What follows belongs to an exercise in optimizing a design on an open flow for small area, a short achievable clock period and few clock cycles; a production flow would make more cautious choices. Only simulation tests tie the RTL to the original design; equivalence was not proved. Power figures rest on the tool's default switching activity, not on a simulated workload.

### design/flow/flow/run.sh
#!/bin/bash
# Own layout flow: the standard flow, with two changes made after global
# placement and before clock-tree synthesis:
# - the port buffers that placement inserts (inputN / outputN) become plain
#   buffers (buf_2 for inputs, buf_4 for outputs) instead of delay buffers;
# - the flip-flops that drive an output port's buffer get drive strength 2
#   (same cell type, dfxtp).
# Cells are then legalised again. Each tool's output goes to a log of its own
# in this folder.
set -euo pipefail
RES=orfs/results/${FLOW_PLATFORM}/cw_core/base
bash standard.sh synth          > log_1_synth.log 2>&1
bash standard.sh floorplan      > log_2_floorplan.log 2>&1
bash standard.sh place          > log_3_place.log 2>&1
cat > port_buffers.tcl <<EOT
read_db $RES/3_place.odb
set db [ord::get_db]
set bin  [\$db findMaster sky130_fd_sc_hd__buf_2]
set bout [\$db findMaster sky130_fd_sc_hd__buf_4]
set ff2  [\$db findMaster sky130_fd_sc_hd__dfxtp_2]
set n 0
set m 0
foreach inst [[ord::get_db_block] getInsts] {
  set name [\$inst getName]
  if {![string match {sky130_fd_sc_hd__clkdlybuf*} [[\$inst getMaster] getName]]} { continue }
  if {[regexp {^input[0-9]+\$} \$name]} {
    \$inst swapMaster \$bin
    incr n
  } elseif {[regexp {^output[0-9]+\$} \$name]} {
    \$inst swapMaster \$bout
    incr n
    set net [[\$inst findITerm A] getNet]
    foreach it [\$net getITerms] {
      if {[\$it isOutputSignal]} {
        set drv [\$it getInst]
        if {[[\$drv getMaster] getName] eq "sky130_fd_sc_hd__dfxtp_1"} {
          \$drv swapMaster \$ff2
          incr m
        }
      }
    }
  }
}
puts "swapped \$n port buffers, \$m output flip-flops"
detailed_placement
check_placement -verbose
write_db $RES/3_place.odb
EOT
openroad -no_init -exit port_buffers.tcl > log_3_port_buffers.log 2>&1
bash standard.sh finish         > log_4_finish.log 2>&1
### design/flow/standard.sh
#!/bin/bash
# synth_recipe.tcl (not shown) runs the flow's synth.tcl, then flattens the netlist and writes it again
# the make line also repeats each setting of config.mk as NAME=value (left out here)
make -C /OpenROAD-flow-scripts/flow DESIGN_CONFIG=/design/flow/config.mk WORK_HOME=/design/flow/orfs CLKGATE_MAP_FILE= SYNTH_SCRIPT=/design/flow/synth_recipe.tcl "${@:-finish}"
### design/flow/config.mk
export PLATFORM = sky130hd
export DESIGN_NAME = cw_core
export DESIGN_NICKNAME = cw_core
export VERILOG_FILES = /design/flow/design.v
export SDC_FILE = /design/flow/constraint.sdc
export NUM_CORES = 4
export LEC_CHECK = 0
export ABC_AREA = 1
export CAP_MARGIN = 20
export CORE_MARGIN = 2
export CORE_UTILIZATION = 40
export CTS_CLUSTER_DIAMETER = 110
export CTS_CLUSTER_SIZE = 20
export SLEW_MARGIN = 20
### design/flow/constraint.sdc
create_clock -name core_clock -period 32.0 [get_ports {clk}]
set_input_delay 6.4000 -clock core_clock [delete_from_list [all_inputs] [get_ports {clk}]]
set_output_delay 6.4000 -clock core_clock [all_outputs]
set_load 0.01 [all_outputs]
### design/flow/design.v
module cw_bk16 (input wire [15:0] x, input wire [15:0] y, output wire [15:0] d, output wire nb);
    wire [15:0] yn = ~y;
    wire [15:0] p0 = x ^ yn;
    wire [15:0] g0 = x & yn;
    wire gi0 = g0[0] | p0[0];
    wire gn0 = g0[1] | (p0[1] & gi0);
    wire pn0 = p0[1] & p0[0];
    wire gn1 = g0[3] | (p0[3] & g0[2]);
    wire pn1 = p0[3] & p0[2];
    wire gn2 = g0[5] | (p0[5] & g0[4]);
    wire pn2 = p0[5] & p0[4];
    wire gn3 = g0[7] | (p0[7] & g0[6]);
    wire pn3 = p0[7] & p0[6];
    wire gn4 = g0[9] | (p0[9] & g0[8]);
    wire pn4 = p0[9] & p0[8];
    wire gn5 = g0[11] | (p0[11] & g0[10]);
    wire pn5 = p0[11] & p0[10];
    wire gn6 = g0[13] | (p0[13] & g0[12]);
    wire pn6 = p0[13] & p0[12];
    wire gn7 = g0[15] | (p0[15] & g0[14]);
    wire pn7 = p0[15] & p0[14];
    wire gn8 = gn1 | (pn1 & gn0);
    wire pn8 = pn1 & pn0;
    wire gn9 = gn3 | (pn3 & gn2);
    wire pn9 = pn3 & pn2;
    wire gn10 = gn5 | (pn5 & gn4);
    wire pn10 = pn5 & pn4;
    wire gn11 = gn7 | (pn7 & gn6);
    wire pn11 = pn7 & pn6;
    wire gn12 = gn9 | (pn9 & gn8);
    wire pn12 = pn9 & pn8;
    wire gn13 = gn11 | (pn11 & gn10);
    wire pn13 = pn11 & pn10;
    wire gn14 = gn13 | (pn13 & gn12);
    wire pn14 = pn13 & pn12;
    wire gn15 = gn10 | (pn10 & gn12);
    wire pn15 = pn10 & pn12;
    wire gn16 = gn2 | (pn2 & gn8);
    wire pn16 = pn2 & pn8;
    wire gn17 = gn4 | (pn4 & gn12);
    wire pn17 = pn4 & pn12;
    wire gn18 = gn6 | (pn6 & gn15);
    wire pn18 = pn6 & pn15;
    wire gn19 = g0[2] | (p0[2] & gn0);
    wire pn19 = p0[2] & pn0;
    wire gn20 = g0[4] | (p0[4] & gn8);
    wire pn20 = p0[4] & pn8;
    wire gn21 = g0[6] | (p0[6] & gn16);
    wire pn21 = p0[6] & pn16;
    wire gn22 = g0[8] | (p0[8] & gn12);
    wire pn22 = p0[8] & pn12;
    wire gn23 = g0[10] | (p0[10] & gn17);
    wire pn23 = p0[10] & pn17;
    wire gn24 = g0[12] | (p0[12] & gn15);
    wire pn24 = p0[12] & pn15;
    wire gn25 = g0[14] | (p0[14] & gn18);
    wire pn25 = p0[14] & pn18;
    assign d[0] = p0[0] ^ 1'b1;
    assign d[1] = p0[1] ^ gi0;
    assign d[2] = p0[2] ^ gn0;
    assign d[3] = p0[3] ^ gn19;
    assign d[4] = p0[4] ^ gn8;
    assign d[5] = p0[5] ^ gn20;
    assign d[6] = p0[6] ^ gn16;
    assign d[7] = p0[7] ^ gn21;
    assign d[8] = p0[8] ^ gn12;
    assign d[9] = p0[9] ^ gn22;
    assign d[10] = p0[10] ^ gn17;
    assign d[11] = p0[11] ^ gn23;
    assign d[12] = p0[12] ^ gn15;
    assign d[13] = p0[13] ^ gn24;
    assign d[14] = p0[14] ^ gn18;
    assign d[15] = p0[15] ^ gn25;
    assign nb = gn14;
endmodule
module cw_bk14 (input wire [13:0] x, input wire [13:0] y, output wire [13:0] d, output wire nb);
    wire [13:0] yn = ~y;
    wire [13:0] p0 = x ^ yn;
    wire [13:0] g0 = x & yn;
    wire gi0 = g0[0] | p0[0];
    wire gn0 = g0[1] | (p0[1] & gi0);
    wire pn0 = p0[1] & p0[0];
    wire gn1 = g0[3] | (p0[3] & g0[2]);
    wire pn1 = p0[3] & p0[2];
    wire gn2 = g0[5] | (p0[5] & g0[4]);
    wire pn2 = p0[5] & p0[4];
    wire gn3 = g0[7] | (p0[7] & g0[6]);
    wire pn3 = p0[7] & p0[6];
    wire gn4 = g0[9] | (p0[9] & g0[8]);
    wire pn4 = p0[9] & p0[8];
    wire gn5 = g0[11] | (p0[11] & g0[10]);
    wire pn5 = p0[11] & p0[10];
    wire gn6 = g0[13] | (p0[13] & g0[12]);
    wire pn6 = p0[13] & p0[12];
    wire gn7 = gn1 | (pn1 & gn0);
    wire pn7 = pn1 & pn0;
    wire gn8 = gn3 | (pn3 & gn2);
    wire pn8 = pn3 & pn2;
    wire gn9 = gn5 | (pn5 & gn4);
    wire pn9 = pn5 & pn4;
    wire gn10 = gn8 | (pn8 & gn7);
    wire pn10 = pn8 & pn7;
    wire gn11 = gn9 | (pn9 & gn10);
    wire pn11 = pn9 & pn10;
    wire gn12 = gn2 | (pn2 & gn7);
    wire pn12 = pn2 & pn7;
    wire gn13 = gn4 | (pn4 & gn10);
    wire pn13 = pn4 & pn10;
    wire gn14 = gn6 | (pn6 & gn11);
    wire pn14 = pn6 & pn11;
    wire gn15 = g0[2] | (p0[2] & gn0);
    wire pn15 = p0[2] & pn0;
    wire gn16 = g0[4] | (p0[4] & gn7);
    wire pn16 = p0[4] & pn7;
    wire gn17 = g0[6] | (p0[6] & gn12);
    wire pn17 = p0[6] & pn12;
    wire gn18 = g0[8] | (p0[8] & gn10);
    wire pn18 = p0[8] & pn10;
    wire gn19 = g0[10] | (p0[10] & gn13);
    wire pn19 = p0[10] & pn13;
    wire gn20 = g0[12] | (p0[12] & gn11);
    wire pn20 = p0[12] & pn11;
    assign d[0] = p0[0] ^ 1'b1;
    assign d[1] = p0[1] ^ gi0;
    assign d[2] = p0[2] ^ gn0;
    assign d[3] = p0[3] ^ gn15;
    assign d[4] = p0[4] ^ gn7;
    assign d[5] = p0[5] ^ gn16;
    assign d[6] = p0[6] ^ gn12;
    assign d[7] = p0[7] ^ gn17;
    assign d[8] = p0[8] ^ gn10;
    assign d[9] = p0[9] ^ gn18;
    assign d[10] = p0[10] ^ gn13;
    assign d[11] = p0[11] ^ gn19;
    assign d[12] = p0[12] ^ gn11;
    assign d[13] = p0[13] ^ gn20;
    assign nb = gn14;
endmodule
module cw_ge9 (input wire [8:0] x, input wire [8:0] y, input wire cin, output wire ge);
    wire [8:0] yn = ~y;
    wire [8:0] p0 = x | yn;
    wire [8:0] g0 = x & yn;
    wire gi0 = g0[0] | (p0[0] & cin);
    wire gc0 = g0[1] | (p0[1] & gi0);
    wire gc1 = g0[3] | (p0[3] & g0[2]);
    wire pc1 = p0[3] & p0[2];
    wire gc2 = g0[5] | (p0[5] & g0[4]);
    wire pc2 = p0[5] & p0[4];
    wire gc3 = g0[7] | (p0[7] & g0[6]);
    wire pc3 = p0[7] & p0[6];
    wire gc4 = gc1 | (pc1 & gc0);
    wire gc5 = gc3 | (pc3 & gc2);
    wire pc5 = pc3 & pc2;
    wire gc6 = gc5 | (pc5 & gc4);
    wire gc7 = g0[8] | (p0[8] & gc6);
    assign ge = gc7;
endmodule
module cw_ge12 (input wire [11:0] x, input wire [11:0] y, input wire cin, output wire ge);
    wire [11:0] yn = ~y;
    wire [11:0] p0 = x | yn;
    wire [11:0] g0 = x & yn;
    wire gi0 = g0[0] | (p0[0] & cin);
    wire gc0 = g0[1] | (p0[1] & gi0);
    wire gc1 = g0[3] | (p0[3] & g0[2]);
    wire pc1 = p0[3] & p0[2];
    wire gc2 = g0[5] | (p0[5] & g0[4]);
    wire pc2 = p0[5] & p0[4];
    wire gc3 = g0[7] | (p0[7] & g0[6]);
    wire pc3 = p0[7] & p0[6];
    wire gc4 = g0[9] | (p0[9] & g0[8]);
    wire pc4 = p0[9] & p0[8];
    wire gc5 = g0[11] | (p0[11] & g0[10]);
    wire pc5 = p0[11] & p0[10];
    wire gc6 = gc1 | (pc1 & gc0);
    wire gc7 = gc3 | (pc3 & gc2);
    wire pc7 = pc3 & pc2;
    wire gc8 = gc5 | (pc5 & gc4);
    wire pc8 = pc5 & pc4;
    wire gc9 = gc7 | (pc7 & gc6);
    wire gc10 = gc8 | (pc8 & gc9);
    assign ge = gc10;
endmodule
module cw_ge13 (input wire [12:0] x, input wire [12:0] y, input wire cin, output wire ge);
    wire [12:0] yn = ~y;
    wire [12:0] p0 = x | yn;
    wire [12:0] g0 = x & yn;
    wire gi0 = g0[0] | (p0[0] & cin);
    wire gc0 = g0[1] | (p0[1] & gi0);
    wire gc1 = g0[3] | (p0[3] & g0[2]);
    wire pc1 = p0[3] & p0[2];
    wire gc2 = g0[5] | (p0[5] & g0[4]);
    wire pc2 = p0[5] & p0[4];
    wire gc3 = g0[7] | (p0[7] & g0[6]);
    wire pc3 = p0[7] & p0[6];
    wire gc4 = g0[9] | (p0[9] & g0[8]);
    wire pc4 = p0[9] & p0[8];
    wire gc5 = g0[11] | (p0[11] & g0[10]);
    wire pc5 = p0[11] & p0[10];
    wire gc6 = gc1 | (pc1 & gc0);
    wire gc7 = gc3 | (pc3 & gc2);
    wire pc7 = pc3 & pc2;
    wire gc8 = gc5 | (pc5 & gc4);
    wire pc8 = pc5 & pc4;
    wire gc9 = gc7 | (pc7 & gc6);
    wire gc10 = g0[12] | (p0[12] & gc8);
    wire pc10 = p0[12] & pc8;
    wire gc11 = gc10 | (pc10 & gc9);
    assign ge = gc11;
endmodule
module cw_ge14 (input wire [13:0] x, input wire [13:0] y, input wire cin, output wire ge);
    wire [13:0] yn = ~y;
    wire [13:0] p0 = x | yn;
    wire [13:0] g0 = x & yn;
    wire gi0 = g0[0] | (p0[0] & cin);
    wire gc0 = g0[1] | (p0[1] & gi0);
    wire gc1 = g0[3] | (p0[3] & g0[2]);
    wire pc1 = p0[3] & p0[2];
    wire gc2 = g0[5] | (p0[5] & g0[4]);
    wire pc2 = p0[5] & p0[4];
    wire gc3 = g0[7] | (p0[7] & g0[6]);
    wire pc3 = p0[7] & p0[6];
    wire gc4 = g0[9] | (p0[9] & g0[8]);
    wire pc4 = p0[9] & p0[8];
    wire gc5 = g0[11] | (p0[11] & g0[10]);
    wire pc5 = p0[11] & p0[10];
    wire gc6 = g0[13] | (p0[13] & g0[12]);
    wire pc6 = p0[13] & p0[12];
    wire gc7 = gc1 | (pc1 & gc0);
    wire gc8 = gc3 | (pc3 & gc2);
    wire pc8 = pc3 & pc2;
    wire gc9 = gc5 | (pc5 & gc4);
    wire pc9 = pc5 & pc4;
    wire gc10 = gc8 | (pc8 & gc7);
    wire gc11 = gc6 | (pc6 & gc9);
    wire pc11 = pc6 & pc9;
    wire gc12 = gc11 | (pc11 & gc10);
    assign ge = gc12;
endmodule
module cw_ge17 (input wire [16:0] x, input wire [16:0] y, input wire cin, output wire ge);
    wire [16:0] yn = ~y;
    wire [16:0] p0 = x | yn;
    wire [16:0] g0 = x & yn;
    wire gi0 = g0[0] | (p0[0] & cin);
    wire gc0 = g0[1] | (p0[1] & gi0);
    wire gc1 = g0[3] | (p0[3] & g0[2]);
    wire pc1 = p0[3] & p0[2];
    wire gc2 = g0[5] | (p0[5] & g0[4]);
    wire pc2 = p0[5] & p0[4];
    wire gc3 = g0[7] | (p0[7] & g0[6]);
    wire pc3 = p0[7] & p0[6];
    wire gc4 = g0[9] | (p0[9] & g0[8]);
    wire pc4 = p0[9] & p0[8];
    wire gc5 = g0[11] | (p0[11] & g0[10]);
    wire pc5 = p0[11] & p0[10];
    wire gc6 = g0[13] | (p0[13] & g0[12]);
    wire pc6 = p0[13] & p0[12];
    wire gc7 = g0[15] | (p0[15] & g0[14]);
    wire pc7 = p0[15] & p0[14];
    wire gc8 = gc1 | (pc1 & gc0);
    wire gc9 = gc3 | (pc3 & gc2);
    wire pc9 = pc3 & pc2;
    wire gc10 = gc5 | (pc5 & gc4);
    wire pc10 = pc5 & pc4;
    wire gc11 = gc7 | (pc7 & gc6);
    wire pc11 = pc7 & pc6;
    wire gc12 = gc9 | (pc9 & gc8);
    wire gc13 = gc11 | (pc11 & gc10);
    wire pc13 = pc11 & pc10;
    wire gc14 = gc13 | (pc13 & gc12);
    wire gc15 = g0[16] | (p0[16] & gc14);
    assign ge = gc15;
endmodule
module cw_dlo #(parameter K = 16) (
    input  wire [31:0]  a,
    input  wire [31:0]  b,
    output wire [K-1:0] lo,
    output wire         big
);
    wire [K:0] s;
    generate
        if (K == 16) begin : g_bk16
            cw_bk16 u_bk (.x(a[15:0]), .y(b[15:0]), .d(s[15:0]), .nb(s[16]));
        end else begin : g_bk14
            cw_bk14 u_bk (.x(a[13:0]), .y(b[13:0]), .d(s[13:0]), .nb(s[14]));
        end
    endgenerate
    assign lo = s[K-1:0];
    wire [31-K:0] ah = a[31:K];
    wire [31-K:0] bh = b[31:K];
    wire [31-K:0] p  = ah ^ bh;
    wire [31-K:0] c;
    assign c[0] = 1'b1;
    genvar i;
    generate
        for (i = 1; i <= 31 - K; i = i + 1) begin : g_c
            assign c[i] = c[i-1] & bh[i-1];
        end
    endgenerate
    wire e0 = ~|p;             
    wire e1 = &(p ~^ c);       
    assign big = ~(s[K] ? e0 : e1);    
endmodule
module cw_dlo_cs #(parameter K = 13, parameter L = 7) (
    input  wire [31:0]  a,
    input  wire [31:0]  b,
    output wire [K-1:0] lo,
    output wire         big
);
    localparam H = K - L;
    wire [K-1:0] x = a[K-1:0];
    wire [K-1:0] y = ~b[K-1:0];
    wire [L:0] cl;
    assign cl[0] = 1'b1;
    wire [H:0] c0, c1;
    assign c0[0] = 1'b0;
    assign c1[0] = 1'b1;
    wire [H-1:0] s0, s1;
    genvar i;
    generate
        for (i = 0; i < L; i = i + 1) begin : g_l
            assign lo[i]   = x[i] ^ y[i] ^ cl[i];
            assign cl[i+1] = (x[i] & y[i]) | (cl[i] & (x[i] ^ y[i]));
        end
        for (i = 0; i < H; i = i + 1) begin : g_h
            assign s0[i]   = x[L+i] ^ y[L+i] ^ c0[i];
            assign c0[i+1] = (x[L+i] & y[L+i]) | (c0[i] & (x[L+i] ^ y[L+i]));
            assign s1[i]   = x[L+i] ^ y[L+i] ^ c1[i];
            assign c1[i+1] = (x[L+i] & y[L+i]) | (c1[i] & (x[L+i] ^ y[L+i]));
        end
    endgenerate
    assign lo[K-1:L] = cl[L] ? s1 : s0;
    wire nb = cl[L] ? c1[H] : c0[H];    
    wire [31-K:0] ah = a[31:K];
    wire [31-K:0] bh = b[31:K];
    wire [31-K:0] p  = ah ^ bh;
    wire [31-K:0] c;
    assign c[0] = 1'b1;
    generate
        for (i = 1; i <= 31 - K; i = i + 1) begin : g_c
            assign c[i] = c[i-1] & bh[i-1];
        end
    endgenerate
    wire e0 = ~|p;
    wire e1 = &(p ~^ c);
    assign big = ~(nb ? e0 : e1);
endmodule
module cw_rsub #(parameter W = 12) (
    input  wire [W-1:0] a,
    input  wire [W-1:0] b,
    output wire [W-1:0] d,
    output wire         nb
);
    wire [W:0] c;
    assign c[0] = 1'b1;
    genvar i;
    generate
        for (i = 0; i < W; i = i + 1) begin : g
            assign d[i]   = a[i] ^ ~b[i] ^ c[i];
            assign c[i+1] = (a[i] & ~b[i]) | (c[i] & (a[i] ^ ~b[i]));
        end
    endgenerate
    assign nb = c[W];
endmodule
module cw_radd #(parameter W = 12) (
    input  wire [W-1:0] a,
    input  wire [W-1:0] b,
    output wire [W:0]   s
);
    wire [W:0] c;
    assign c[0] = 1'b0;
    genvar i;
    generate
        for (i = 0; i < W; i = i + 1) begin : g
            assign s[i]   = a[i] ^ b[i] ^ c[i];
            assign c[i+1] = (a[i] & b[i]) | (c[i] & (a[i] ^ b[i]));
        end
    endgenerate
    assign s[W] = c[W];
endmodule
module cw_cmp #(parameter W = 14) (
    input  wire [W-1:0] a,
    input  wire [W-1:0] b,
    input  wire         cin,
    output wire         ge
);
    wire [W:0] c;
    assign c[0] = cin;
    genvar i;
    generate
        for (i = 0; i < W; i = i + 1) begin : g
            assign c[i+1] = (a[i] & ~b[i]) | ((a[i] | ~b[i]) & c[i]);
        end
    endgenerate
    assign ge = c[W];
endmodule
module cw_core (
    input  wire        clk,
    input  wire        rst,
    input  wire        cfg_mode,
    input  wire [15:0] cfg_debounce,
    input  wire        cfg_wgp,
    input  wire        cfg_ot_en,
    input  wire        cfg_st_en,
    input  wire        op_valid,
    output wire        op_ready,
    input  wire [39:0] op_word,
    output reg         resp_valid,
    output reg  [8:0]  resp,
    output wire        key_out,
    output reg         tone_tx,
    output reg         sidetone
);
    localparam [7:0] EMPTY   = 8'h00;
    localparam [7:0] ERRCH   = 8'h23;
    localparam [7:0] SPACECH = 8'h20;
    localparam [7:0] FILL    = 8'h2A;
    localparam [2:0] PH_IDLE       = 3'b000;
    localparam [2:0] PH_ASSERT     = 3'b100;
    localparam [2:0] PH_GAP_SYMBOL = 3'b001;
    localparam [2:0] PH_GAP_LETTER = 3'b010;
    localparam [2:0] PH_WORD_GAP   = 3'b011;
    localparam [10:0] DOT_RESET  = 11'd92;
    localparam [11:0] DASH_RESET = 12'd276;
    localparam [13:0] WGAP_RESET = 14'd646;
    localparam [13:0] W23_RESET  = 14'd430;    
    function automatic [7:0] lookup(input [6:0] idx);
        begin
            case (idx)
                7'd0: lookup = 8'h20;
                7'd1: lookup = 8'h45;
                7'd2: lookup = 8'h54;
                7'd3: lookup = 8'h49;
                7'd4: lookup = 8'h41;
                7'd5: lookup = 8'h4E;
                7'd6: lookup = 8'h4D;
                7'd7: lookup = 8'h53;
                7'd8: lookup = 8'h55;
                7'd9: lookup = 8'h52;
                7'd10: lookup = 8'h57;
                7'd11: lookup = 8'h44;
                7'd12: lookup = 8'h4B;
                7'd13: lookup = 8'h47;
                7'd14: lookup = 8'h4F;
                7'd15: lookup = 8'h48;
                7'd16: lookup = 8'h56;
                7'd17: lookup = 8'h46;
                7'd19: lookup = 8'h4C;
                7'd21: lookup = 8'h50;
                7'd22: lookup = 8'h4A;
                7'd23: lookup = 8'h42;
                7'd24: lookup = 8'h58;
                7'd25: lookup = 8'h43;
                7'd26: lookup = 8'h59;
                7'd27: lookup = 8'h5A;
                7'd28: lookup = 8'h51;
                7'd31: lookup = 8'h35;
                7'd32: lookup = 8'h34;
                7'd34: lookup = 8'h33;
                7'd38: lookup = 8'h32;
                7'd39: lookup = 8'h26;
                7'd41: lookup = 8'h2B;
                7'd46: lookup = 8'h31;
                7'd47: lookup = 8'h36;
                7'd48: lookup = 8'h3D;
                7'd49: lookup = 8'h2F;
                7'd53: lookup = 8'h28;
                7'd55: lookup = 8'h37;
                7'd59: lookup = 8'h38;
                7'd61: lookup = 8'h39;
                7'd62: lookup = 8'h30;
                7'd75: lookup = 8'h3F;
                7'd76: lookup = 8'h5F;
                7'd81: lookup = 8'h22;
                7'd84: lookup = 8'h2E;
                7'd89: lookup = 8'h40;
                7'd93: lookup = 8'h27;
                7'd96: lookup = 8'h2D;
                7'd105: lookup = 8'h3B;
                7'd106: lookup = 8'h21;
                7'd108: lookup = 8'h29;
                7'd114: lookup = 8'h2C;
                7'd119: lookup = 8'h3A;
                default: lookup = FILL;
            endcase
        end
    endfunction
    function automatic [7:0] find_index(input [7:0] u);
        begin
            find_index = 8'hFF;
            if (!u[7])
                case (u[6:0])
                    7'h20: find_index = 8'd0;
                    7'h21: find_index = 8'd106;
                    7'h22: find_index = 8'd81;
                    7'h26: find_index = 8'd39;
                    7'h27: find_index = 8'd93;
                    7'h28: find_index = 8'd53;
                    7'h29: find_index = 8'd108;
                    7'h2A: find_index = 8'd18;
                    7'h2B: find_index = 8'd41;
                    7'h2C: find_index = 8'd114;
                    7'h2D: find_index = 8'd96;
                    7'h2E: find_index = 8'd84;
                    7'h2F: find_index = 8'd49;
                    7'h30: find_index = 8'd62;
                    7'h31: find_index = 8'd46;
                    7'h32: find_index = 8'd38;
                    7'h33: find_index = 8'd34;
                    7'h34: find_index = 8'd32;
                    7'h35: find_index = 8'd31;
                    7'h36: find_index = 8'd47;
                    7'h37: find_index = 8'd55;
                    7'h38: find_index = 8'd59;
                    7'h39: find_index = 8'd61;
                    7'h3A: find_index = 8'd119;
                    7'h3B: find_index = 8'd105;
                    7'h3D: find_index = 8'd48;
                    7'h3F: find_index = 8'd75;
                    7'h40: find_index = 8'd89;
                    7'h41: find_index = 8'd4;
                    7'h42: find_index = 8'd23;
                    7'h43: find_index = 8'd25;
                    7'h44: find_index = 8'd11;
                    7'h45: find_index = 8'd1;
                    7'h46: find_index = 8'd17;
                    7'h47: find_index = 8'd13;
                    7'h48: find_index = 8'd15;
                    7'h49: find_index = 8'd3;
                    7'h4A: find_index = 8'd22;
                    7'h4B: find_index = 8'd12;
                    7'h4C: find_index = 8'd19;
                    7'h4D: find_index = 8'd6;
                    7'h4E: find_index = 8'd5;
                    7'h4F: find_index = 8'd14;
                    7'h50: find_index = 8'd21;
                    7'h51: find_index = 8'd28;
                    7'h52: find_index = 8'd9;
                    7'h53: find_index = 8'd7;
                    7'h54: find_index = 8'd2;
                    7'h55: find_index = 8'd8;
                    7'h56: find_index = 8'd16;
                    7'h57: find_index = 8'd10;
                    7'h58: find_index = 8'd24;
                    7'h59: find_index = 8'd26;
                    7'h5A: find_index = 8'd27;
                    7'h5F: find_index = 8'd76;
                    default: find_index = 8'hFF;
                endcase
        end
    endfunction
    function automatic [6:0] find_code(input [7:0] u);
        begin
            find_code = 7'd1;
            if (!u[7])
                case (u[6:0])
                    7'h21: find_code = 7'd117;
                    7'h22: find_code = 7'd82;
                    7'h26: find_code = 7'd34;
                    7'h27: find_code = 7'd94;
                    7'h28: find_code = 7'd45;
                    7'h29: find_code = 7'd109;
                    7'h2A: find_code = 7'd28;
                    7'h2B: find_code = 7'd42;
                    7'h2C: find_code = 7'd115;
                    7'h2D: find_code = 7'd97;
                    7'h2E: find_code = 7'd106;
                    7'h2F: find_code = 7'd41;
                    7'h30: find_code = 7'd63;
                    7'h31: find_code = 7'd62;
                    7'h32: find_code = 7'd60;
                    7'h33: find_code = 7'd56;
                    7'h34: find_code = 7'd48;
                    7'h35: find_code = 7'd32;
                    7'h36: find_code = 7'd33;
                    7'h37: find_code = 7'd35;
                    7'h38: find_code = 7'd39;
                    7'h39: find_code = 7'd47;
                    7'h3A: find_code = 7'd71;
                    7'h3B: find_code = 7'd85;
                    7'h3D: find_code = 7'd49;
                    7'h3F: find_code = 7'd76;
                    7'h40: find_code = 7'd86;
                    7'h41: find_code = 7'd6;
                    7'h42: find_code = 7'd17;
                    7'h43: find_code = 7'd21;
                    7'h44: find_code = 7'd9;
                    7'h45: find_code = 7'd2;
                    7'h46: find_code = 7'd20;
                    7'h47: find_code = 7'd11;
                    7'h48: find_code = 7'd16;
                    7'h49: find_code = 7'd4;
                    7'h4A: find_code = 7'd30;
                    7'h4B: find_code = 7'd13;
                    7'h4C: find_code = 7'd18;
                    7'h4D: find_code = 7'd7;
                    7'h4E: find_code = 7'd5;
                    7'h4F: find_code = 7'd15;
                    7'h50: find_code = 7'd22;
                    7'h51: find_code = 7'd27;
                    7'h52: find_code = 7'd10;
                    7'h53: find_code = 7'd8;
                    7'h54: find_code = 7'd3;
                    7'h55: find_code = 7'd12;
                    7'h56: find_code = 7'd24;
                    7'h57: find_code = 7'd14;
                    7'h58: find_code = 7'd25;
                    7'h59: find_code = 7'd29;
                    7'h5A: find_code = 7'd19;
                    7'h5F: find_code = 7'd108;
                    default: find_code = 7'd1;
                endcase
        end
    endfunction
    reg        rst_r;
    reg        rv;
    reg [39:0] r;
    reg        rdy;
    reg        c_mode, c_wgp;
    reg [16:0] c_thr;        
    assign op_ready = rdy;
    wire [3:0]  opc = r[39:36];
    wire        sig = r[32];
    wire [31:0] now = r[31:0];
    reg legal;
    always @* begin
        case (opc)
            4'd1, 4'd5:  legal = (r[35:16] == 20'd0);
            4'd2:        legal = (r[35:33] == 3'd0);
            4'd6:        legal = (r[35:32] == 4'd0);
            4'd3, 4'd4, 4'd7:
                         legal = (r[35:0] == 36'd0);
            4'd8, 4'd10: legal = (r[35:8] == 28'd0);
            4'd9:        legal = (r[35:7] == 29'd0);
            default:     legal = 1'b0;
        endcase
    end
    reg  fv;                  
    wire is_dt  = (opc == 4'd2);
    wire ss_r   = rv && legal && (opc == 4'd1 || opc == 4'd5);    
    wire dv_last;
    wire hold   = rv && ((ss_r && !dv_last) || (is_dt && !fv));    
    wire go     = rv && !hold;
    wire ex     = go && legal;
    reg [5:0]  dv_cnt;
    reg [10:0] rem;
    reg [1:0]  r3;
    wire [10:0] w_op = r[15] ? 11'd1 :
                       (r[14:0] == 15'd0) ? 11'd1 :
                       (r[14:11] != 4'd0 || r[10:0] > 11'd1200) ? 11'd1200 : r[10:0];
    wire dv_dec  = ~opc[2];
    wire dv_ext  = dv_dec && c_wgp;                   
    assign dv_last = dv_ext ? (dv_cnt == 6'd37) : (dv_cnt == 6'd36);
    reg nbit, rfirst;
    always @* begin
        if (dv_cnt < 6'd11) begin
            nbit   = 11'd1200 >> (6'd10 - dv_cnt);
            rfirst = (dv_cnt == 6'd0);
        end else if (dv_cnt < 6'd23) begin
            nbit   = 12'd3600 >> (6'd22 - dv_cnt);
            rfirst = (dv_cnt == 6'd11);
        end else if (dv_cnt < 6'd37) begin
            nbit   = 14'd8400 >> (6'd36 - dv_cnt);
            rfirst = (dv_cnt == 6'd23);
        end else begin
            nbit   = 1'b0;
            rfirst = 1'b0;
        end
    end
    wire [11:0] dt    = {rfirst ? 11'd0 : rem, nbit};
    wire [11:0] dsb;
    wire        dsb_nb;
    wire        qb;
    cw_cmp  #(.W(12)) u_dq (.a(dt), .b({1'b0, w_op}), .cin(1'b1), .ge(qb));
    cw_rsub #(.W(12)) u_dv (.a(dt), .b({1'b0, w_op}), .d(dsb), .nb(dsb_nb));
    wire [10:0] rem_n = qb ? dsb[10:0] : dt[10:0];
    wire q_dot  = dv_cnt < 6'd11;
    wire q_dash = (dv_cnt >= 6'd11) && (dv_cnt < 6'd23);
    wire q_wgap = (dv_cnt >= 6'd23) && (dv_cnt < 6'd37);
    wire [2:0]  t3    = {(rfirst ? 2'd0 : r3), (dv_cnt < 6'd37) ? qb : 1'b0};
    wire        o3    = t3 >= 3'd3;
    wire [1:0]  r3_n  = o3 ? t3[1:0] - 2'd3 : t3[1:0];
    wire ld        = op_valid && rdy;
    wire dt_in     = (op_word[39:36] == 4'd2);
    wire ss_in     = (op_word[38:36] == 3'b001 || op_word[38:36] == 3'b101) && !op_word[39];
    wire dchg      = (go && is_dt) || (ss_r && dv_dec);    
    wire dv_more   = ss_r && (dv_cnt != (dv_ext ? 6'd36 : 6'd35));
    wire rdy_n     = !((ld && (ss_in || (dt_in && dchg))) ||
                       (hold && (dv_more || (is_dt && dchg))));
    always @(posedge clk) begin
        c_mode <= cfg_mode;
        c_wgp  <= cfg_wgp;
        c_thr  <= cfg_mode ? {6'd0, dec_dot} : {cfg_debounce, 1'b0};
        rst_r  <= rst;
        if (!hold) r <= op_word;
        if (rst) begin
            rv  <= 1'b0;
            rdy <= 1'b0;
        end else begin
            rv  <= ld || hold;
            rdy <= rst_r || rdy_n;
        end
        if (rst_r) begin
            dv_cnt <= 6'd0;
            fv     <= 1'b0;
        end else begin
            fv     <= !dchg;
            dv_cnt <= (ss_r && !dv_last) ? dv_cnt + 6'd1 : 6'd0;
        end
        begin    
            rem <= rem_n;
            r3  <= r3_n;
        end
    end
    reg [10:0] enc_dot;
    reg [11:0] enc_dash;
    reg [13:0] enc_wgap;
    reg        enc_pv;
    reg [6:0]  enc_s;             
    reg [2:0]  enc_phase;
    reg [31:0] enc_phase_start;
    reg [13:0] enc_phase_len;
    reg [10:0] dec_dot;
    reg [11:0] dec_dash;
    reg [13:0] dec_thr;           
    reg [6:0]  dec_tree;
    reg        dec_sig_state;
    reg        dec_last_raw;
    reg [31:0] dec_mark_start;
    reg [31:0] dec_space_start;
    reg [31:0] dec_last_trans;
    reg        dec_pending;
    reg        dec_ws_emitted;
    reg [7:0]  dec_out;           
    wire [15:0] a_lo;  wire a_big;
    wire [13:0] b_lo;  wire b_big;
    cw_dlo #(.K(16)) u_da (.a(now), .b(dec_last_trans), .lo(a_lo), .big(a_big));
    cw_dlo #(.K(14)) u_db (.a(now), .b(r[38] ? enc_phase_start : dec_space_start),
                           .lo(b_lo), .big(b_big));
    wire chg    = sig ^ dec_last_raw;
    wire ltsel  = c_mode ? sig : chg;
    wire fe_ge_lo;
    cw_ge17 u_fe (.x({a_lo, 1'b0}), .y(c_thr), .cin(1'b1), .ge(fe_ge_lo));
    wire fe_ge  = a_big || fe_ge_lo;
    wire deb_ok = chg ? (c_thr == 17'd0) : fe_ge;
    wire aud_dn = fe_ge;
    wire tr_up  = sig && !dec_sig_state && (c_mode || deb_ok);
    wire tr_dn  = !sig && dec_sig_state && (c_mode ? aud_dn : deb_ok);
    wire st_n   = tr_up || (dec_sig_state && !tr_dn);
    wire        sp_zero = dec_sig_state && ltsel;
    wire [13:0] sp_lo   = (dec_sig_state && !r[38]) ? a_lo[13:0] : b_lo;
    wire        sp_big  = dec_sig_state ? (a_big || a_lo[15:14] != 2'd0) : b_big;
    wire gt_q_lo, ge_2d_lo;
    cw_ge9  u_q  (.x(sp_lo[8:0]),  .y(dec_dot[10:2]),     .cin(1'b0), .ge(gt_q_lo));
    cw_ge12 u_2d (.x(sp_lo[11:0]), .y({dec_dot, 1'b0}),   .cin(1'b1), .ge(ge_2d_lo));
    wire gt_q   = !sp_zero && (sp_big || sp_lo[13:9] != 5'd0 || gt_q_lo);    
    wire ge_2d  = !sp_zero && (sp_big || sp_lo[13:12] != 2'd0 || ge_2d_lo);  
    wire        cmp_ge;
    cw_ge14 u_cmp (.x(sp_lo), .y(r[38] ? enc_phase_len : dec_thr), .cin(r[38]),
                   .ge(cmp_ge));
    wire over   = !sp_zero && (sp_big || cmp_ge);
    wire [12:0] d_lo;  wire d_big;
    cw_dlo_cs #(.K(13), .L(7)) u_dd (.a(dec_sig_state ? dec_last_trans : dec_space_start),
                           .b(dec_mark_start), .lo(d_lo), .big(d_big));
    wire [12:0] dd;
    cw_radd #(.W(12)) u_dd2 (.a({1'b0, dec_dot}), .b(dec_dash), .s(dd));
    reg         isdot, isdash;
    wire        d_ge_dash, d_ge_dd;
    cw_ge12 u_id (.x({d_lo[10:0], 1'b0}), .y(dec_dash), .cin(1'b1), .ge(d_ge_dash));
    cw_ge13 u_is (.x(d_lo), .y(dd), .cin(1'b1), .ge(d_ge_dd));
    always @(posedge clk) begin
        isdot  <= !d_big && d_lo[12:11] == 2'd0 && !d_ge_dash;
        isdash <= !d_big && !d_ge_dd;
    end
    wire c2     = !dec_pending && gt_q;
    wire err    = dec_tree >= 7'd63;
    wire [6:0] tree1 = !c2 ? dec_tree :
                       err ? 7'd0 :
                       isdot ? {dec_tree[5:0], 1'b0} + 7'd1 :
                       isdash ? {dec_tree[5:0], 1'b0} + 7'd2 : dec_tree;
    wire pend1  = dec_pending || (c2 && (err || isdot || isdash));
    wire c3     = ge_2d && (tree1 != 7'd0);
    wire c4     = over && !dec_ws_emitted && (tree1 == 7'd0) && !(c2 && err);
    wire enc_idle = (enc_phase == PH_IDLE) && !enc_pv;
    wire e_due = b_big || cmp_ge;
    wire       more = (enc_s[6:1] != 6'd1);    
    wire        idle_ph = (enc_phase == PH_IDLE);
    wire [11:0] gl_letter;
    wire [13:0] gl_word;
    wire        gl_nb0, gl_nb1;
    cw_rsub #(.W(12)) u_gl (.a(enc_dash), .b({1'b0, enc_dot}), .d(gl_letter), .nb(gl_nb0));
    cw_rsub #(.W(14)) u_gw (.a(enc_wgap), .b({2'b00, enc_dash}), .d(gl_word), .nb(gl_nb1));
    wire [13:0] gap_len = idle_ph ? gl_word : {2'b00, gl_letter};
    reg [2:0]  et_phase;
    reg        et_shift;
    reg [13:0] et_len;
    reg        et_start;
    reg        et_done;
    always @* begin
        et_phase  = enc_phase;
        et_shift  = 1'b0;
        et_len    = enc_phase_len;
        et_start  = 1'b0;
        et_done   = 1'b0;
        if (idle_ph) begin
            if (enc_pv) begin
                et_start = 1'b1;
                if (enc_s == 7'd1) begin
                    et_phase = PH_WORD_GAP;
                    et_len   = gap_len;
                end else begin
                    et_phase  = PH_ASSERT;
                    et_len    = enc_s[0] ? {2'b00, enc_dash} : {3'b000, enc_dot};
                end
            end
        end else if (e_due) begin
            et_start = 1'b1;
            case (enc_phase)
                PH_ASSERT: begin
                    et_phase = PH_GAP_SYMBOL;
                    et_len   = {3'b000, enc_dot};
                end
                PH_GAP_SYMBOL: begin
                    if (more) begin
                        et_shift  = 1'b1;
                        et_phase  = PH_ASSERT;
                        et_len    = enc_s[1] ? {2'b00, enc_dash} : {3'b000, enc_dot};
                    end else begin
                        et_phase  = PH_GAP_LETTER;
                        et_len    = gap_len;
                    end
                end
                default: begin
                    et_phase = PH_IDLE;
                    et_start = 1'b0;
                    et_done  = 1'b1;
                end
            endcase
        end
    end
    wire       lc_op = (r[7:5] == 3'b011) && (r[4:0] != 5'd0) && (r[4:0] <= 5'd26);
    wire [7:0] u_op  = lc_op ? {3'b010, r[4:0]} : r[7:0];
    wire [7:0] fnd   = find_index(u_op);
    wire write_ok = enc_idle && (r[7:0] != FILL) && (r[7:0] != EMPTY);
    wire dv_d = ss_r && dv_dec;
    wire dv_e = ss_r && !dv_dec;
    always @(posedge clk) begin
        if (rst_r) begin
            dec_dot         <= DOT_RESET;
            dec_dash        <= DASH_RESET;
            dec_thr         <= c_wgp ? W23_RESET : WGAP_RESET;
            dec_tree        <= 7'd0;
            dec_sig_state   <= 1'b0;
            dec_last_raw    <= 1'b0;
            dec_pending     <= 1'b1;
            dec_ws_emitted  <= 1'b1;
            dec_out         <= EMPTY;
        end else begin
            if (dv_d && q_dot)  dec_dot  <= {dec_dot[9:0], qb};
            if (dv_d && q_dash) dec_dash <= {dec_dash[10:0], qb};
            if (dv_d && (c_wgp ? dv_cnt >= 6'd23 : q_wgap))
                dec_thr <= {dec_thr[12:0], c_wgp ? o3 : qb};
            if (ex && opc == 4'd2) begin
                dec_sig_state  <= st_n;
                dec_last_raw   <= sig;
                if (st_n) begin
                    dec_pending    <= 1'b0;
                    dec_ws_emitted <= 1'b0;
                end else begin
                    dec_pending <= pend1;
                    if (c3) begin
                        dec_tree <= 7'd0;
                        dec_out  <= {1'b1, tree1};
                    end else begin
                        dec_tree <= tree1;
                        if (c2 && err) dec_out <= ERRCH;
                        else if (c4)   dec_out <= SPACECH;
                    end
                    if (c4) dec_ws_emitted <= 1'b1;
                end
            end
            if (ex && opc == 4'd4) dec_out <= EMPTY;
        end
        if (ex && opc == 4'd2) begin
            if (ltsel) dec_last_trans <= now;
            if (tr_up) dec_mark_start  <= ltsel ? now : dec_last_trans;
            if (tr_dn) dec_space_start <= ltsel ? now : dec_last_trans;
        end
    end
    always @(posedge clk) begin
        if (rst_r) begin
            enc_dot         <= DOT_RESET;
            enc_dash        <= DASH_RESET;
            enc_wgap        <= WGAP_RESET;
            enc_pv          <= 1'b0;
            enc_phase       <= PH_IDLE;
        end else begin
            if (dv_e && q_dot)  enc_dot  <= {enc_dot[9:0], qb};
            if (dv_e && q_dash) enc_dash <= {enc_dash[10:0], qb};
            if (dv_e && q_wgap) enc_wgap <= {enc_wgap[12:0], qb};
            if (ex && opc == 4'd6) begin
                enc_phase     <= et_phase;
                if (et_done)  enc_pv <= 1'b0;
            end
            if (ex && opc == 4'd8 && write_ok) enc_pv <= 1'b1;
        end
        if (ex && opc == 4'd6) begin
            if (et_shift) enc_s <= {1'b0, enc_s[6:1]};
            enc_phase_len <= et_len;
            if (et_start) enc_phase_start <= now;
        end
        if (ex && opc == 4'd8 && write_ok)
            enc_s <= find_code(u_op);
    end
    wire [7:0] lk = lookup((opc == 4'd9) ? r[6:0] : dec_out[6:0]);
    reg  [7:0] data;
    always @* begin
        case (opc)
            4'd3:    data = {7'd0, dec_out != EMPTY};
            4'd4:    data = dec_out[7] ? lk : dec_out;
            4'd7:    data = {7'd0, enc_idle};
            4'd8:    data = {7'd0, write_ok};
            4'd9:    data = lk;
            4'd10:   data = fnd;
            default: data = 8'h00;
        endcase
        if (!legal) data = 8'h00;
    end
    reg key_r;
    always @(posedge clk) begin
        if (rst) begin
            resp_valid <= 1'b0;
            key_r      <= 1'b0;
            tone_tx    <= 1'b0;
        end else begin
            resp_valid <= go;
            if (ex && opc == 4'd6) key_r <= et_phase[2];
            tone_tx    <= cfg_ot_en && key_r;
        end
        if (rst || rst_r) sidetone <= 1'b0;
        else              sidetone <= cfg_st_en && dec_sig_state;
        resp <= {!legal, data};
    end
    assign key_out = key_r;
endmodule
==> qor.csv, run 1 <==
stage,metric,value,unit
outcome,outcome,"complete, no violations",
place,gpl congestion,0.938,
clock_network,count of buffers added by post-CTS timing repair for setup,0,
sta,final setup TNS,0,ns
sta,Final Hold Fails,0,
logic_synthesis,count of state elements after synthesis,343,
global_routing,global-route usage over all layers,0.247,
routing,drt total wl,71.4,mm
logic_synthesis,count of different cell masters after synthesis,68,
logic_synthesis,area of the mapped netlist,22500,µm²
final_layout,most common library cell in the layout ignoring fill and taps,sky130_fd_sc_hd__nand2_1,
worst_setup_path,highest cell delay on the worst timing path,0.33,ns
worst_setup_path,endpoint type of the worst setup path,output pin,
global_routing,initial antenna violation count,0,
sta,maximum clock frequency,0.134,GHz
clock_network,Clock Path Buffers,3,
logic_synthesis,synthesized net count,3024,
sta,number of slew-limit violations in the final report,0,
routing,Remaining DRCs,0,
final_layout,most frequent cells in the layout,"526 x sky130_fd_sc_hd__nand2_1, 400 x sky130_fd_sc_hd__inv_1, 280 x sky130_fd_sc_hd__nor2_1, 265 x sky130_fd_sc_hd__o21ai_0, 203 x sky130_fd_sc_hd__edfxtp_1",
run,max capacitance violation total,0,
global_routing,global-route wire length before repair,111,mm
floorplanning,die outline width,241,µm
sta,headroom to the max-slew limit,0.314,
floorplanning,# rows,86,
floorplanning,initial standard-cell utilization of the core,0.407,
clock_network,"Clk Latency, worst-skew pair",0.58,ns
global_routing,remaining global-route overflow,0,
clock_network,clock tree from TritonCTS,yes,
worst_setup_path,Crit path buffers/inverters,1,
routing,number of vias per cell,5.56,
worst_setup_path,Crit path max-delay family,flip-flops,
floorplanning,DIE HEIGHT,241,µm
routing,drt wl/cell,19.7,µm
logic_synthesis,share of the yosys chip area belonging to registers,0.395,
min_path,type of the most critical hold path,flip-flop to flip-flop,
clock_network,post-CTS resize count,0,
clock_network,Post-CTS Hold Fix Bufs,0,
place,final HPWL from detailed placement,53.2,mm
sta,transition at the pin with the smallest max-transition slack,1.00,ns
final_layout,fraction of final layout cells sized beyond drive strength 1,0.0833,
worst_setup_path,cell type of the slowest stage on the worst timing path,sky130_fd_sc_hd__dfxtp_2,
routing,antenna-violating nets left,0,
clock_network,Root Driver,sky130_fd_sc_hd__clkbuf_16,
floorplanning,placeable core region,55300,µm²
worst_setup_path,critical-path cell list,buf_4,
pwr,largest vdd supply drop,40.5,µV
routing,number of DRC markers in iteration 0,1712,
final_layout,Layout Utilization,0.442,
worst_setup_path,critical path launch point type,flip-flop,
clock_network,clock-pin slew on the worst setup and hold paths,0.09,ns
sta,Final Setup Violations,0,
final_layout,sequential cell area in the final layout,8920,µm²
worst_setup_path,endpoint required time on the critical path,25.60,ns
final_layout,fill cell total of the finished layout,5633,
pwr,cell leakage power,10.2,nW
clock_network,H-tree levels,1,
routing,Detailed Routing Iterations Pass 1,6,
floorplanning,Top Ports,77,
clock_network,cts bufs inserted,21,
logic_synthesis,"EDFF count, synth",203,
logic_synthesis,"Top FF cell, synth",sky130_fd_sc_hd__edfxtp_1,
logic_synthesis,Post-synth ARST share,0,
worst_setup_path,data arrival time of the worst path,1.04,ns
final_layout,# diodes,0,
sta,setup skew after layout,0.0297,ns
routing,total vias in the final route,20155,
logic_synthesis,mean instance size in the synthesized netlist,7.98,µm²
sta,RSZ-0062 raised after global routing,false,
pwr,power density relative to cell area,36.1,nW/µm²
final_layout,relative area change from synthesis to final layout,8.56,%
global_routing,number of global-route vias before repair,19491,
global_routing,maximum number of pins on one net before global-route repair,65,
place,count of input and output buffers,76,
logic_synthesis,synthesized instance count,2820,
worst_setup_path,Crit Path Max Fanout,2,
worst_setup_path,Setup Crit Path Kind,flip-flop to output pin,
logic_synthesis,Syn. warnings,1,
sta,final clock period utilization by the worst path,0.233,
clock_network,clk sinks,343,
floorplanning,overall die area,58200,µm²
final_layout,Layout Nets,3069,
final_layout,multi-input gate area in the final layout,11800,µm²
sta,Tmin final,7.44,ns
[cell usage after synthesis (28+ instances only)]
| cell type | number | share of area |
|---|---|---|
| sky130_fd_sc_hd__a21oi_1 | 172 | 0.038 |
| sky130_fd_sc_hd__a31oi_1 | 28 | 0.0078 |
| sky130_fd_sc_hd__clkbuf_1 | 71 | 0.012 |
| sky130_fd_sc_hd__dfxtp_1 | 140 | 0.12 |
| sky130_fd_sc_hd__edfxtp_1 | 203 | 0.27 |
| sky130_fd_sc_hd__fa_1 | 66 | 0.059 |
| sky130_fd_sc_hd__ha_1 | 75 | 0.042 |
| sky130_fd_sc_hd__inv_1 | 400 | 0.067 |
| sky130_fd_sc_hd__nand2_1 | 527 | 0.088 |
| sky130_fd_sc_hd__nand3_1 | 98 | 0.022 |
| sky130_fd_sc_hd__nand4_1 | 49 | 0.014 |
| sky130_fd_sc_hd__nor2_1 | 282 | 0.047 |
| sky130_fd_sc_hd__nor3_1 | 44 | 0.0098 |
| sky130_fd_sc_hd__o211ai_1 | 29 | 0.0097 |
| sky130_fd_sc_hd__o21ai_0 | 268 | 0.060 |
| sky130_fd_sc_hd__or2_2 | 33 | 0.0092 |
| sky130_fd_sc_hd__xor2_1 | 64 | 0.025 |
[sequential cells by signal (all words and copies together), names as in the netlist, 14 cells and up]
signal and cells:
enc_wgap 14, enc_phase_start 32, dec_last_trans 32, dec_mark_start 32, r 40, enc_phase_len 14
dec_thr 14, dec_space_start 32, c_thr 17
[metal layers]
layer / share of wire / wire (µm) / vias up / track usage
met5: 0 / 0 / - / 0
met4: 0.024 / 1730 / 0 / 0.0658
met3: 0.074 / 5290 / 107 / 0.0341
met2: 0.46 / 32600 / 757 / 0.400
met1: 0.45 / 31800 / 9712 / 0.345
li1: - / - / 9579 / -
[logic make-up (layout without fill, tap and decap cells)]
| family | Yosys count | in the layout | share of synthesized area |
|---|---|---|---|
| AND/OR/NAND/NOR | 1096 | 1096 | 0.214 |
| AO/OA/AOI/OAI | 646 | 646 | 0.167 |
| buffers and inverters | 497 | 557 | 0.0844 |
| flip-flops | 343 | 343 | 0.395 |
| adder cells (fa/ha/maj) | 142 | 142 | 0.101 |
| XOR/XNOR | 82 | 82 | 0.0319 |
| multiplexers | 14 | 14 | 0.00628 |
[metrics by stage]
| step | std cells | power, W | setup WS, ns | hold WS (ns) | area, µm² |
|---|---|---|---|---|---|
| detailed placement | 3590 | 0.000606 | 23.92 | 0.436 | 24100 |
| CTS | 3628 | 0.000887 | 24.53 | 0.439 | 24400 |
| finish | 3628 | 0.000881 | 24.56 | 0.440 | 24400 |
| global placement | 3589 | 0.000605 | 23.92 | 0.440 | 24100 |
| floorplan | 2820 | 0.000560 | 24.86 | 0.437 | 22500 |
| global route | 3628 | 0.000915 | 24.14 | 0.453 | 24400 |
[area by class of cell]
type                       instances  area share
timing repair buffer             107      0.0274
tap                              748      0.0383
multi-input combinational       1980       0.481
inverter                         412      0.0634
clock inverter                     4     0.00128
sequential                       343       0.365
clock buffer                      34      0.0235
[final timing paths]
check	from	endpoint	slack, ns	depth (start not counted)
max reg2reg	r[1]	rem[10]	24.58	23
min	key_r	tone_tx	0.44	2
max	rdy	op_ready	24.56	1
min reg2reg	key_r	tone_tx	0.44	2
[where the power goes]
part | switching [W] | leakage (nW) | internal, W
sequential | 0.00000713 | 3.05 | 0.000473
clock | 0.000161 | 0.291 | 0.000125
combinational | 0.0000804 | 6.84 | 0.0000346
Testbench counts, summed over its fixed seeds: cycles 249,101.
==> run 2: changes to the inputs <==
--- a/design/flow/design.v
+++ b/design/flow/design.v
@@ -137,4 +137,117 @@
     assign nb = gn14;
 endmodule
+module cw_bk13 (input wire [12:0] x, input wire [12:0] y, output wire [12:0] d, output wire nb);
+    wire [12:0] yn = ~y;
+    wire [12:0] p0 = x ^ yn;
+    wire [12:0] g0 = x & yn;
+    wire gi0 = g0[0] | p0[0];
+    wire gn0 = g0[1] | (p0[1] & gi0);
+    wire pn0 = p0[1] & p0[0];
+    wire gn1 = g0[3] | (p0[3] & g0[2]);
+    wire pn1 = p0[3] & p0[2];
+    wire gn2 = g0[5] | (p0[5] & g0[4]);
+    wire pn2 = p0[5] & p0[4];
+    wire gn3 = g0[7] | (p0[7] & g0[6]);
+    wire pn3 = p0[7] & p0[6];
+    wire gn4 = g0[9] | (p0[9] & g0[8]);
+    wire pn4 = p0[9] & p0[8];
+    wire gn5 = g0[11] | (p0[11] & g0[10]);
+    wire pn5 = p0[11] & p0[10];
+    wire gn6 = gn1 | (pn1 & gn0);
+    wire pn6 = pn1 & pn0;
+    wire gn7 = gn3 | (pn3 & gn2);
+    wire pn7 = pn3 & pn2;
+    wire gn8 = gn5 | (pn5 & gn4);
+    wire pn8 = pn5 & pn4;
+    wire gn9 = gn7 | (pn7 & gn6);
+    wire pn9 = pn7 & pn6;
+    wire gn10 = gn8 | (pn8 & gn9);
+    wire pn10 = pn8 & pn9;
+    wire gn11 = gn2 | (pn2 & gn6);
+    wire pn11 = pn2 & pn6;
+    wire gn12 = gn4 | (pn4 & gn9);
+    wire pn12 = pn4 & pn9;
+    wire gn13 = g0[2] | (p0[2] & gn0);
+    wire pn13 = p0[2] & pn0;
+    wire gn14 = g0[4] | (p0[4] & gn6);
+    wire pn14 = p0[4] & pn6;
+    wire gn15 = g0[6] | (p0[6] & gn11);
+    wire pn15 = p0[6] & pn11;
+    wire gn16 = g0[8] | (p0[8] & gn9);
+    wire pn16 = p0[8] & pn9;
+    wire gn17 = g0[10] | (p0[10] & gn12);
+    wire pn17 = p0[10] & pn12;
+    wire gn18 = g0[12] | (p0[12] & gn10);
+    wire pn18 = p0[12] & pn10;
+    assign d[0] = p0[0] ^ 1'b1;
+    assign d[1] = p0[1] ^ gi0;
+    assign d[2] = p0[2] ^ gn0;
+    assign d[3] = p0[3] ^ gn13;
+    assign d[4] = p0[4] ^ gn6;
+    assign d[5] = p0[5] ^ gn14;
+    assign d[6] = p0[6] ^ gn11;
+    assign d[7] = p0[7] ^ gn15;
+    assign d[8] = p0[8] ^ gn9;
+    assign d[9] = p0[9] ^ gn16;
+    assign d[10] = p0[10] ^ gn12;
+    assign d[11] = p0[11] ^ gn17;
+    assign d[12] = p0[12] ^ gn10;
+    assign nb = gn18;
+endmodule
+module cw_bk12 (input wire [11:0] x, input wire [11:0] y, output wire [11:0] d, output wire nb);
+    wire [11:0] yn = ~y;
+    wire [11:0] p0 = x ^ yn;
+    wire [11:0] g0 = x & yn;
+    wire gi0 = g0[0] | p0[0];
+    wire gn0 = g0[1] | (p0[1] & gi0);
+    wire pn0 = p0[1] & p0[0];
+    wire gn1 = g0[3] | (p0[3] & g0[2]);
+    wire pn1 = p0[3] & p0[2];
+    wire gn2 = g0[5] | (p0[5] & g0[4]);
+    wire pn2 = p0[5] & p0[4];
+    wire gn3 = g0[7] | (p0[7] & g0[6]);
+    wire pn3 = p0[7] & p0[6];
+    wire gn4 = g0[9] | (p0[9] & g0[8]);
+    wire pn4 = p0[9] & p0[8];
+    wire gn5 = g0[11] | (p0[11] & g0[10]);
+    wire pn5 = p0[11] & p0[10];
+    wire gn6 = gn1 | (pn1 & gn0);
+    wire pn6 = pn1 & pn0;
+    wire gn7 = gn3 | (pn3 & gn2);
+    wire pn7 = pn3 & pn2;
+    wire gn8 = gn5 | (pn5 & gn4);
+    wire pn8 = pn5 & pn4;
+    wire gn9 = gn7 | (pn7 & gn6);
+    wire pn9 = pn7 & pn6;
+    wire gn10 = gn8 | (pn8 & gn9);
+    wire pn10 = pn8 & pn9;
+    wire gn11 = gn2 | (pn2 & gn6);
+    wire pn11 = pn2 & pn6;
+    wire gn12 = gn4 | (pn4 & gn9);
+    wire pn12 = pn4 & pn9;
+    wire gn13 = g0[2] | (p0[2] & gn0);
+    wire pn13 = p0[2] & pn0;
+    wire gn14 = g0[4] | (p0[4] & gn6);
+    wire pn14 = p0[4] & pn6;
+    wire gn15 = g0[6] | (p0[6] & gn11);
+    wire pn15 = p0[6] & pn11;
+    wire gn16 = g0[8] | (p0[8] & gn9);
+    wire pn16 = p0[8] & pn9;
+    wire gn17 = g0[10] | (p0[10] & gn12);
+    wire pn17 = p0[10] & pn12;
+    assign d[0] = p0[0] ^ 1'b1;
+    assign d[1] = p0[1] ^ gi0;
+    assign d[2] = p0[2] ^ gn0;
+    assign d[3] = p0[3] ^ gn13;
+    assign d[4] = p0[4] ^ gn6;
+    assign d[5] = p0[5] ^ gn14;
+    assign d[6] = p0[6] ^ gn11;
+    assign d[7] = p0[7] ^ gn15;
+    assign d[8] = p0[8] ^ gn9;
+    assign d[9] = p0[9] ^ gn16;
+    assign d[10] = p0[10] ^ gn12;
+    assign d[11] = p0[11] ^ gn17;
+    assign nb = gn10;
+endmodule
 module cw_ge9 (input wire [8:0] x, input wire [8:0] y, input wire cin, output wire ge);
     wire [8:0] yn = ~y;
@@ -281,6 +394,8 @@
         if (K == 16) begin : g_bk16
             cw_bk16 u_bk (.x(a[15:0]), .y(b[15:0]), .d(s[15:0]), .nb(s[16]));
-        end else begin : g_bk14
+        end else if (K == 14) begin : g_bk14
             cw_bk14 u_bk (.x(a[13:0]), .y(b[13:0]), .d(s[13:0]), .nb(s[14]));
+        end else begin : g_bk13
+            cw_bk13 u_bk (.x(a[12:0]), .y(b[12:0]), .d(s[12:0]), .nb(s[13]));
         end
     endgenerate
@@ -301,48 +416,4 @@
     assign big = ~(s[K] ? e0 : e1);    
 endmodule
-module cw_dlo_cs #(parameter K = 13, parameter L = 7) (
-    input  wire [31:0]  a,
-    input  wire [31:0]  b,
-    output wire [K-1:0] lo,
-    output wire         big
-);
-    localparam H = K - L;
-    wire [K-1:0] x = a[K-1:0];
-    wire [K-1:0] y = ~b[K-1:0];
-    wire [L:0] cl;
-    assign cl[0] = 1'b1;
-    wire [H:0] c0, c1;
-    assign c0[0] = 1'b0;
-    assign c1[0] = 1'b1;
-    wire [H-1:0] s0, s1;
-    genvar i;
-    generate
-        for (i = 0; i < L; i = i + 1) begin : g_l
-            assign lo[i]   = x[i] ^ y[i] ^ cl[i];
-            assign cl[i+1] = (x[i] & y[i]) | (cl[i] & (x[i] ^ y[i]));
-        end
-        for (i = 0; i < H; i = i + 1) begin : g_h
-            assign s0[i]   = x[L+i] ^ y[L+i] ^ c0[i];
-            assign c0[i+1] = (x[L+i] & y[L+i]) | (c0[i] & (x[L+i] ^ y[L+i]));
-            assign s1[i]   = x[L+i] ^ y[L+i] ^ c1[i];
-            assign c1[i+1] = (x[L+i] & y[L+i]) | (c1[i] & (x[L+i] ^ y[L+i]));
-        end
-    endgenerate
-    assign lo[K-1:L] = cl[L] ? s1 : s0;
-    wire nb = cl[L] ? c1[H] : c0[H];    
-    wire [31-K:0] ah = a[31:K];
-    wire [31-K:0] bh = b[31:K];
-    wire [31-K:0] p  = ah ^ bh;
-    wire [31-K:0] c;
-    assign c[0] = 1'b1;
-    generate
-        for (i = 1; i <= 31 - K; i = i + 1) begin : g_c
-            assign c[i] = c[i-1] & bh[i-1];
-        end
-    endgenerate
-    wire e0 = ~|p;
-    wire e1 = &(p ~^ c);
-    assign big = ~(nb ? e0 : e1);
-endmodule
 module cw_rsub #(parameter W = 12) (
     input  wire [W-1:0] a,
@@ -669,8 +740,6 @@
     wire [11:0] dt    = {rfirst ? 11'd0 : rem, nbit};
     wire [11:0] dsb;
-    wire        dsb_nb;
     wire        qb;
-    cw_cmp  #(.W(12)) u_dq (.a(dt), .b({1'b0, w_op}), .cin(1'b1), .ge(qb));
-    cw_rsub #(.W(12)) u_dv (.a(dt), .b({1'b0, w_op}), .d(dsb), .nb(dsb_nb));
+    cw_bk12 u_dv (.x(dt), .y({1'b0, w_op}), .d(dsb), .nb(qb));
     wire [10:0] rem_n = qb ? dsb[10:0] : dt[10:0];
     wire q_dot  = dv_cnt < 6'd11;
@@ -760,5 +829,5 @@
     wire over   = !sp_zero && (sp_big || cmp_ge);
     wire [12:0] d_lo;  wire d_big;
-    cw_dlo_cs #(.K(13), .L(7)) u_dd (.a(dec_sig_state ? dec_last_trans : dec_space_start),
+    cw_dlo #(.K(13)) u_dd (.a(dec_sig_state ? dec_last_trans : dec_space_start),
                            .b(dec_mark_start), .lo(d_lo), .big(d_big));
     wire [12:0] dd;
--- a/design/flow/config.mk
+++ b/design/flow/config.mk
@@ -11,4 +11,4 @@
 export CORE_UTILIZATION = 40
 export CTS_CLUSTER_DIAMETER = 110
-export CTS_CLUSTER_SIZE = 20
+export CTS_CLUSTER_SIZE = 24
 export SLEW_MARGIN = 20
==> qor.csv, run 2 <==
stage,metric,value,unit
clock_network,Root Driver,sky130_fd_sc_hd__clkbuf_16,
worst_setup_path,highest cell delay on the worst timing path,0.33,ns
pwr,Logic pwr share,0.120,
worst_setup_path,critical-path cell list,buf_4,
final_layout,max FFs per register,40,
pwr,P_sw,0.000236,W
logic_synthesis,Syn. warnings,1,
pwr,switching power as a share of total power,0.275,
floorplanning,initial standard-cell utilization of the core,0.403,
logic_synthesis,area of the mapped netlist,22100,µm²
pwr,cell leakage power,10.1,nW
logic_synthesis,most instantiated cells after synthesis,"523 x sky130_fd_sc_hd__nand2_1, 386 x sky130_fd_sc_hd__inv_1, 276 x sky130_fd_sc_hd__o21ai_0",
logic_synthesis,Yosys top cell area share,0.276,
pwr,post-layout total power,0.000858,W
pwr,clock group share of total power,0.319,
global_routing,remaining global-route overflow,0,
clock_network,clock-pin slew on the worst setup and hold paths,0.09,ns
sta,RSZ-0062 raised after global routing,false,
global_routing,global-route wire length before repair,104,mm
worst_setup_path,Setup Crit Path Kind,flip-flop to output pin,
clock_network,H-tree levels,1,
place,final HPWL from detailed placement,49.2,mm
sta,Final Setup Violations,0,
clock_network,count of buffers added by post-CTS timing repair for setup,0,
sta,transition at the pin with the smallest max-transition slack,1.01,ns
logic_synthesis,"count leader, synth",sky130_fd_sc_hd__nand2_1,
logic_synthesis,"EDFF count, synth",203,
logic_synthesis,"Top FF cell, synth",sky130_fd_sc_hd__edfxtp_1,
logic_synthesis,share of the yosys chip area belonging to registers,0.403,
routing,number of DRC markers in iteration 0,1700,
logic_synthesis,count of different cell masters after synthesis,67,
final_layout,relative area change from synthesis to final layout,7.96,%
floorplanning,die outline width,239,µm
routing,number of vias per cell,5.47,
worst_setup_path,cell type of the slowest stage on the worst timing path,sky130_fd_sc_hd__dfxtp_2,
clock_network,post-CTS resize count,0,
logic_synthesis,synthesized instance count,2765,
floorplanning,placeable core region,54900,µm²
clock_network,clock tree from TritonCTS,yes,
clock_network,"Clk Latency, worst-skew pair",0.58,ns
global_routing,number of global-route vias before repair,18295,
min_path,type of the most critical hold path,flip-flop to flip-flop,
final_layout,sequential cell area in the final layout,8920,µm²
clock_network,Post-CTS Hold Fix Bufs,0,
sta,Tmin final,7.42,ns
clock_network,Clock Path Buffers,3,
worst_setup_path,Crit path max-delay family,flip-flops,
run,max capacitance violation total,0,
logic_synthesis,Post-synth ARST share,0,
sta,final setup TNS,0,ns
sta,final clock period utilization by the worst path,0.232,
logic_synthesis,dominant cells by area after synthesis,"sky130_fd_sc_hd__edfxtp_1 28%, sky130_fd_sc_hd__dfxtp_1 13%, sky130_fd_sc_hd__nand2_1 8.9%",
floorplanning,overall die area,57100,µm²
routing,Detailed Routing Iterations Pass 1,6,
worst_setup_path,Crit path buffers/inverters,1,
sta,maximum clock frequency,0.135,GHz
pwr,Pint,0.000621,W
floorplanning,# rows,86,
global_routing,maximum number of pins on one net before global-route repair,77,
sta,setup skew after layout,0.0456,ns
place,count of input and output buffers,76,
outcome,outcome,"complete, no violations",
final_layout,fill cell total of the finished layout,5497,
sta,headroom to the max-slew limit,0.329,
pwr,sequential share of power,0.561,
routing,drt total wl,66.2,mm
routing,total vias in the final route,19236,
worst_setup_path,setup slack of the most critical reg-to-reg path,25.44,ns
worst_setup_path,critical path launch point type,flip-flop,
routing,antenna-violating nets left,0,
sta,Final Hold Fails,0,
worst_setup_path,Crit Path Max Fanout,3,
global_routing,initial antenna violation count,2,
clock_network,cts bufs inserted,19,
final_layout,Biggest register,r,
logic_synthesis,count of state elements after synthesis,343,
logic_synthesis,synthesized net count,2960,
pwr,power density relative to cell area,35.9,nW/µm²
final_layout,most common library cell in the layout ignoring fill and taps,sky130_fd_sc_hd__nand2_1,
routing,drt wl/cell,18.8,µm
final_layout,Layout Nets,2997,
worst_setup_path,endpoint required time on the critical path,25.60,ns
final_layout,most frequent cells in the layout,"522 x sky130_fd_sc_hd__nand2_1, 385 x sky130_fd_sc_hd__inv_1, 274 x sky130_fd_sc_hd__o21ai_0, 253 x sky130_fd_sc_hd__nor2_1, 203 x sky130_fd_sc_hd__edfxtp_1",
final_layout,fraction of final layout cells sized beyond drive strength 1,0.0842,
final_layout,# diodes,0,
pwr,largest vdd supply drop,35.0,µV
sta,number of slew-limit violations in the final report,0,
routing,Remaining DRCs,0,
place,gpl congestion,0.898,
logic_synthesis,"area leader, netlist",sky130_fd_sc_hd__edfxtp_1,
global_routing,global-route usage over all layers,0.231,
final_layout,multi-input gate area in the final layout,11400,µm²
worst_setup_path,endpoint type of the worst setup path,output pin,
floorplanning,DIE HEIGHT,239,µm
sta,final hold slack,0.446,ns
clock_network,clk sinks,343,
worst_setup_path,data arrival time of the worst path,1.02,ns
floorplanning,Top Ports,77,
logic_synthesis,mean instance size in the synthesized netlist,7.99,µm²
[run 2: cell count changes after synthesis, moves of 8 or more]
cell | before | now
sky130_fd_sc_hd__a221oi_1 | 10 | 20
sky130_fd_sc_hd__inv_1 | 400 | 386
sky130_fd_sc_hd__o2111ai_1 | 13 | 5
sky130_fd_sc_hd__fa_1 | 66 | 58
sky130_fd_sc_hd__o21ai_0 | 268 | 276
sky130_fd_sc_hd__nor2_1 | 282 | 258
sky130_fd_sc_hd__nor4_1 | 16 | 24
sky130_fd_sc_hd__o211ai_1 | 29 | 48
sky130_fd_sc_hd__a211oi_1 | 19 | 8
sky130_fd_sc_hd__nand4_1 | 49 | 22
sky130_fd_sc_hd__a22oi_1 | 10 | 2
[run 2: layout make-up]
type	instances	area share
clock buffer	28	0.0213
clock inverter	6	0.00257
tap	704	0.0369
sequential	343	0.374
multi-input combinational	1938	0.477
timing repair buffer	100	0.0253
inverter	400	0.0629
[run 2: per-stage QoR]
step / std cells / util / cell area (µm²) / setup slack, ns
floorplan: 2765 / - / 22100 / 24.84
global placement: 3484 / 0.430 / 23600 / 24.13
detailed placement: 3485 / 0.430 / 23600 / 24.10
CTS: 3519 / 0.435 / 23900 / 24.56
global route: 3519 / 0.435 / 23900 / 24.55
finish: 3519 / 0.435 / 23900 / 24.58
[run 2: kinds of logic after synthesis]
family	count (synthesis)	share of synthesized area
AOI/OAI and AO/OA	665	0.176
xor gates and xnor gates	80	0.0317
adders and majority gates	132	0.0945
buffers and inverters	484	0.0840
DFF	343	0.403
muxes	7	0.00317
and+or+nand+nor	1054	0.208
[run 2: worst paths after layout]
path                             from         end  cells past startpoint
worst min register to register  key_r     tone_tx                      2
worst max-delay path            key_r     key_out                      1
worst min-delay path            key_r     tone_tx                      2
worst max register to register   r[0]  dec_thr[0]                     29
[run 2: power groups by stage]
stage / Clock [W] / Combinational, W / Sequential [W]
finish: 0.000274 / 0.000103 / 0.000481
global route: 0.000296 / 0.000115 / 0.000482
CTS: 0.000283 / 0.000101 / 0.000481
detailed placement: 0 / 0.000105 / 0.000491
global placement: 0 / 0.000104 / 0.000491
floorplan: 0 / 0.0000687 / 0.000487
[run 2: routing by layer]
layer / GRT usage / vias to the layer above / part of all wire / wire, µm
li1: - / 9417 / - / -
met2: 0.399 / 583 / 0.48 / 32000
met5: 0 / - / 0 / 0
met3: 0.0207 / 75 / 0.050 / 3330
met1: 0.311 / 9161 / 0.44 / 29400
met4: 0.0612 / 0 / 0.023 / 1550
Testbench counts of run 2, summed over its fixed seeds: cycles 249,101.

Setup slack of run 2, layout unchanged: 24.582 ns with ideal ports, 24.522 ns with driving cells assumed (clock clkbuf_16, inputs buf_2), 24.761 ns with port delays also shifted by the 0.614 ns mid clock arrival.
